From an optimization exercise on the open Yosys and OpenROAD flow, aimed at small area, a short achievable clock period and few clock cycles per item; shortcuts taken in it are not production practice. At most, simulation tests tie the RTL to the original design; equivalence was not proved. Power and IR drop assume default switching activity.

==> trial 11: inputs <==
==> flow/design.v <==
module bigreg_muldiv (
    input  wire         clk,
    input  wire         rst,       
    input  wire         start,     
    input  wire         op,        
    input  wire [127:0] a,         
    input  wire [127:0] b,         
    output wire         ready,
    output reg          done,
    output wire [255:0] result
);
    localparam PH_NORM = 2'd0;
    localparam PH_SRT  = 2'd1;
    localparam PH_FIN  = 2'd2;
    reg         busy;
    reg         op_r;        
    reg [1:0]   ph;          
    reg [8:0]   cnt;
    reg [127:0] opnd;        
    reg [255:0] acc;
    reg [131:0] rem;         
    reg [2:0]   qreg;        
    assign ready  = !busy;
    assign result = acc;
    wire cnt_is1 = (cnt == 9'd1);
    wire bx2 = acc[255];
    wire bx1 = acc[254];
    wire bx0 = acc[253] & ~cnt_is1;      
    wire m_neg = bx2 & ~(bx1 & bx0);
    wire m_s1  = bx1 ^ bx0;
    wire m_s2  = (bx2 & ~bx1 & ~bx0) | (~bx2 & bx1 & bx0);
    wire signed [6:0] ry = rem[131:125];
    reg  signed [6:0] th2, th1, th0, thm1;
    always @* begin
        case (opnd[126:124])
            3'd0: begin th2 = 7'sd13; th1 = 7'sd5;  th0 = -7'sd5;  thm1 = -7'sd13; end
            3'd1: begin th2 = 7'sd15; th1 = 7'sd6;  th0 = -7'sd6;  thm1 = -7'sd15; end
            3'd2: begin th2 = 7'sd16; th1 = 7'sd6;  th0 = -7'sd6;  thm1 = -7'sd16; end
            3'd3: begin th2 = 7'sd18; th1 = 7'sd7;  th0 = -7'sd7;  thm1 = -7'sd18; end
            3'd4: begin th2 = 7'sd20; th1 = 7'sd8;  th0 = -7'sd8;  thm1 = -7'sd20; end
            3'd5: begin th2 = 7'sd21; th1 = 7'sd8;  th0 = -7'sd8;  thm1 = -7'sd21; end
            3'd6: begin th2 = 7'sd23; th1 = 7'sd9;  th0 = -7'sd9;  thm1 = -7'sd23; end
            default: begin th2 = 7'sd25; th1 = 7'sd10; th0 = -7'sd10; thm1 = -7'sd25; end
        endcase
    end
    wire ge2  = (ry >= th2);
    wire ge1  = (ry >= th1);
    wire ge0  = (ry >= th0);
    wire gem1 = (ry >= thm1);
    wire d_pos = ge1;                    
    wire d_s2  = ge2 | ~gem1;
    wire d_s1  = (ge1 & ~ge2) | (gem1 & ~ge0);
    wire [2:0] qd = ge2 ? 3'b010 : ge1 ? 3'b001 : ge0 ? 3'b000 : gem1 ? 3'b111 : 3'b110;
    wire neg = op_r ? d_pos : m_neg;
    wire s1  = op_r ? d_s1  : m_s1;
    wire s2  = op_r ? d_s2  : m_s2;
    wire [128:0] mag = ({129{s1}} & {1'b0, opnd}) | ({129{s2}} & {opnd, 1'b0});
    wire [128:0] ax  = op_r ? rem[129:1] : {acc[126:0], 2'b00};
    wire [130:0] sum1 = {1'b0, ax, 1'b1} + {1'b0, mag ^ {129{neg}}, neg};
    wire [128:0] sm   = sum1[129:1];
    wire         cout = sum1[130];
    wire m_inc = cout & ~neg;            
    wire m_dec = ~cout & neg;
    wire bz   = ~|opnd;
    wire corr = (ph == PH_FIN) & (rem[131] | bz);
    wire [2:0] qa = qreg - {2'b00, corr};   
    wire bw = qa[2];
    wire [127:0] zl;     
    wire [127:0] zu;     
    wire [127:0] ou;     
    assign zl[0] = 1'b1;
    assign zu[0] = 1'b1;
    assign ou[0] = 1'b1;
    genvar j;
    generate
        for (j = 1; j < 128; j = j + 1) begin : g_pre
            assign zl[j] = zl[j-1] & ~acc[j-1];
            assign zu[j] = zu[j-1] & ~acc[127+j-1];
            assign ou[j] = ou[j-1] & acc[127+j-1];
        end
    endgenerate
    wire up_dec = op_r ? (bw & zl[127]) : m_dec;
    wire up_inc = ~op_r & m_inc;
    wire [255:0] stp;
    assign stp[1:0] = op_r ? qa[1:0] : sm[1:0];
    generate
        for (j = 0; j < 127; j = j + 1) begin : g_lo
            assign stp[j+2] = op_r ? (acc[j] ^ (bw & zl[j])) : sm[j+2];
        end
        for (j = 0; j < 127; j = j + 1) begin : g_hi
            assign stp[j+129] = acc[j+127] ^ ((up_dec & zu[j]) | (up_inc & ou[j]));
        end
    endgenerate
    wire top_same = (&acc[255:247]) | ~|acc[255:247];
    wire mskip = ~op_r & top_same & (cnt >= 9'd5);
    wire sb8 = ~|opnd[127:120];
    wire sb1 = ~sb8 & ~opnd[127];
    wire sa8 = ~|rem[127:120] & (cnt >= 9'd8);
    wire nshift = sb8 | sb1 | sa8;
    wire [8:0] cnt_norm = cnt + (sb8 ? 9'd8 : {8'd0, sb1}) - (sa8 ? 9'd8 : 9'd0);
    always @(posedge clk) begin
        if (rst) begin
            busy <= 1'b0;
            done <= 1'b0;
        end else begin
            done <= 1'b0;
            if (!busy) begin
                busy <= start;
            end else if (op_r ? (ph == PH_FIN) : (cnt == (mskip ? 9'd4 : 9'd1))) begin
                busy <= 1'b0;
                done <= 1'b1;
            end
        end
        if (!busy) begin
            op_r <= op;
            ph   <= PH_NORM;
            cnt  <= op ? 9'd128 : 9'd64;
            opnd <= b;
            acc  <= op ? 256'd0 : {a, b & {128{a[127]}}};
            rem  <= {4'd0, a};
            qreg <= 3'd0;
        end else begin
            acc <= mskip ? {acc[247:0], 8'd0} : stp;
            if (!op_r) begin
                cnt <= cnt - (mskip ? 9'd4 : 9'd1);
            end else begin
                case (ph)
                    PH_NORM: begin
                        if (bz) begin
                            ph <= PH_FIN;
                        end else if (nshift) begin
                            if (sb8) opnd <= {opnd[119:0], 8'd0};
                            else if (sb1) opnd <= {opnd[126:0], 1'b0};
                            if (sa8) rem <= {rem[123:0], 8'd0};
                            cnt <= cnt_norm;
                        end else begin
                            if (!cnt[0]) rem <= {rem[130:0], 1'b0};
                            cnt <= (cnt + 9'd1) >> 1;
                            ph  <= PH_SRT;
                        end
                    end
                    PH_SRT: begin
                        rem  <= {sm, rem[0], 2'b00};
                        qreg <= qd;
                        cnt  <= cnt - 9'd1;
                        if (cnt == 9'd0) ph <= PH_FIN;
                    end
                    default: ;
                endcase
            end
        end
    end
endmodule
==> flow/run.sh <==
#!/bin/bash
# synth_recipe.tcl (not shown) runs the flow's synth.tcl, then flattens the netlist and writes it again
# the make line also repeats each setting of config.mk as NAME=value (left out here)
make -C /OpenROAD-flow-scripts/flow DESIGN_CONFIG=/design/flow/config.mk WORK_HOME=/design/flow/orfs CLKGATE_MAP_FILE= SYNTH_SCRIPT=/design/flow/synth_recipe.tcl finish
==> flow/config.mk <==
export PLATFORM = sky130hd
export DESIGN_NAME = bigreg_muldiv
export DESIGN_NICKNAME = bigreg_muldiv
export VERILOG_FILES = /design/flow/design.v
export SDC_FILE = /design/flow/constraint.sdc
export NUM_CORES = 4
export LEC_CHECK = 0
export CAP_MARGIN = 20
export CORE_MARGIN = 2
export CORE_UTILIZATION = 40
export SETUP_SLACK_MARGIN = 5.0
export SLEW_MARGIN = 20
==> flow/constraint.sdc <==
create_clock -name core_clock -period 10.0 [get_ports {clk}]
set_input_delay 2.0000 -clock core_clock [delete_from_list [all_inputs] [get_ports {clk}]]
set_output_delay 2.0000 -clock core_clock [all_outputs]
set_load 0.01 [all_outputs]
==> trial 63: changes against trial 11 <==
--- a/flow/design.v
+++ b/flow/design.v
@@ -67,17 +67,41 @@
     wire bw = qa[2];
-    wire [127:0] zl;     
-    wire [127:0] zu;     
-    wire [127:0] ou;     
-    assign zl[0] = 1'b1;
-    assign zu[0] = 1'b1;
-    assign ou[0] = 1'b1;
-    genvar j;
+    wire [127:0] px [0:2];
+    assign px[0] = ~{1'b0, acc[126:0]};
+    assign px[1] = ~{1'b0, acc[253:127]};
+    assign px[2] =  {1'b0, acc[253:127]};
+    wire [127:0] pz [0:2];
+    genvar j, pk, pm, pl;
     generate
-        for (j = 1; j < 128; j = j + 1) begin : g_pre
-            assign zl[j] = zl[j-1] & ~acc[j-1];
-            assign zu[j] = zu[j-1] & ~acc[127+j-1];
-            assign ou[j] = ou[j-1] & acc[127+j-1];
+        for (pk = 0; pk < 3; pk = pk + 1) begin : g_pf
+            wire [127:0] r;
+            wire [15:0]  bt;
+            wire [15:0]  t0, t1, t2, t3, t4;
+            for (pm = 0; pm < 16; pm = pm + 1) begin : g_blk
+                assign r[8*pm] = 1'b1;
+                for (pl = 1; pl < 8; pl = pl + 1) begin : g_r
+                    assign r[8*pm+pl] = r[8*pm+pl-1] & px[pk][8*pm+pl-1];
+                end
+                assign bt[pm] = r[8*pm+7] & px[pk][8*pm+7];
+            end
+            assign t0 = bt;
+            for (pm = 0; pm < 16; pm = pm + 1) begin : g_sk
+                assign t1[pm] = ((pm / 1) % 2 == 1) ? (t0[pm] & t0[(pm / 1) * 1 - 1]) : t0[pm];
+                assign t2[pm] = ((pm / 2) % 2 == 1) ? (t1[pm] & t1[(pm / 2) * 2 - 1]) : t1[pm];
+                assign t3[pm] = ((pm / 4) % 2 == 1) ? (t2[pm] & t2[(pm / 4) * 4 - 1]) : t2[pm];
+                assign t4[pm] = ((pm / 8) % 2 == 1) ? (t3[pm] & t3[(pm / 8) * 8 - 1]) : t3[pm];
+            end
+            for (pm = 0; pm < 128; pm = pm + 1) begin : g_out
+                if (pm < 8) begin : g_first
+                    assign pz[pk][pm] = r[pm];
+                end else begin : g_rest
+                    assign pz[pk][pm] = t4[pm / 8 - 1] & r[pm];
+                end
+            end
         end
     endgenerate
-    wire up_dec = op_r ? (bw & zl[127]) : m_dec;
+    wire [127:0] zl = pz[0];
+    wire [127:0] zu = pz[1];
+    wire [127:0] ou = pz[2];
+    wire         zl_all = zl[127];
+    wire up_dec = op_r ? (bw & zl_all) : m_dec;
     wire up_inc = ~op_r & m_inc;
- SETUP_SLACK_MARGIN: 5.0 -> not set
==> trial 73: changes against trial 11 <==
--- a/flow/design.v
+++ b/flow/design.v
@@ -67,17 +67,41 @@
     wire bw = qa[2];
-    wire [127:0] zl;     
-    wire [127:0] zu;     
-    wire [127:0] ou;     
-    assign zl[0] = 1'b1;
-    assign zu[0] = 1'b1;
-    assign ou[0] = 1'b1;
-    genvar j;
+    wire [127:0] px [0:2];
+    assign px[0] = ~{1'b0, acc[126:0]};
+    assign px[1] = ~{1'b0, acc[253:127]};
+    assign px[2] =  {1'b0, acc[253:127]};
+    wire [127:0] pz [0:2];
+    genvar j, pk, pm, pl;
     generate
-        for (j = 1; j < 128; j = j + 1) begin : g_pre
-            assign zl[j] = zl[j-1] & ~acc[j-1];
-            assign zu[j] = zu[j-1] & ~acc[127+j-1];
-            assign ou[j] = ou[j-1] & acc[127+j-1];
+        for (pk = 0; pk < 3; pk = pk + 1) begin : g_pf
+            wire [127:0] r;
+            wire [15:0]  bt;
+            wire [15:0]  t0, t1, t2, t3, t4;
+            for (pm = 0; pm < 16; pm = pm + 1) begin : g_blk
+                assign r[8*pm] = 1'b1;
+                for (pl = 1; pl < 8; pl = pl + 1) begin : g_r
+                    assign r[8*pm+pl] = r[8*pm+pl-1] & px[pk][8*pm+pl-1];
+                end
+                assign bt[pm] = r[8*pm+7] & px[pk][8*pm+7];
+            end
+            assign t0 = bt;
+            for (pm = 0; pm < 16; pm = pm + 1) begin : g_sk
+                assign t1[pm] = ((pm / 1) % 2 == 1) ? (t0[pm] & t0[(pm / 1) * 1 - 1]) : t0[pm];
+                assign t2[pm] = ((pm / 2) % 2 == 1) ? (t1[pm] & t1[(pm / 2) * 2 - 1]) : t1[pm];
+                assign t3[pm] = ((pm / 4) % 2 == 1) ? (t2[pm] & t2[(pm / 4) * 4 - 1]) : t2[pm];
+                assign t4[pm] = ((pm / 8) % 2 == 1) ? (t3[pm] & t3[(pm / 8) * 8 - 1]) : t3[pm];
+            end
+            for (pm = 0; pm < 128; pm = pm + 1) begin : g_out
+                if (pm < 8) begin : g_first
+                    assign pz[pk][pm] = r[pm];
+                end else begin : g_rest
+                    assign pz[pk][pm] = t4[pm / 8 - 1] & r[pm];
+                end
+            end
         end
     endgenerate
-    wire up_dec = op_r ? (bw & zl[127]) : m_dec;
+    wire [127:0] zl = pz[0];
+    wire [127:0] zu = pz[1];
+    wire [127:0] ou = pz[2];
+    wire         zl_all = zl[127];
+    wire up_dec = op_r ? (bw & zl_all) : m_dec;
     wire up_inc = ~op_r & m_inc;
- SETUP_SLACK_MARGIN: 5.0 -> 3
==> results.txt <==
Critical path depth, lowest first: trial 63, trial 73, trial 11.
First-iteration DRC count: trial 73 > trial 63 > trial 11.
In trial 63 the clock power is smaller than in trial 11, by about 3%.
In trial 11 the sequential share of layout area is lower than in trial 73, by 2.1 points.
Testbench counts of trial 63, summed over its fixed seeds: cycles 24,732, items 384.
Testbench counts of trial 73, summed over its fixed seeds: cycles 24,732, items 384.
Only the layout flow was run in trial 11; the RTL was not checked for function there.

-- what the ideal ports hide --
The flow's constraints put no driver on any port. The routed layouts listed below were extracted and timed again, unchanged, in two steps. Step 1 sets driving cells, clkbuf_16 on the clock port and buf_2 on the other inputs (assumed; they add their load-dependent delay and slew). Step 2 moves the port delays by t, midway between the first and last clock arrival at a register: inputs arrive t later, outputs are due t later. That takes back most of the time a late clock gives input paths. a / b / c = ideal ports / drivers / drivers and shift; a / b = the first two.
run | shift t [ns] | setup WS [ns] | worst setup path at the end
trial 11 | 0.739 | 2.614 / 2.614 / 2.614 | register to register
trial 63 | 0.740 | 1.310 / 1.310 / 1.310 | register to register
trial 73 | 0.741 | 3.129 / 3.129 / 3.129 | register to register
After both steps setup and hold are still met in every run listed.
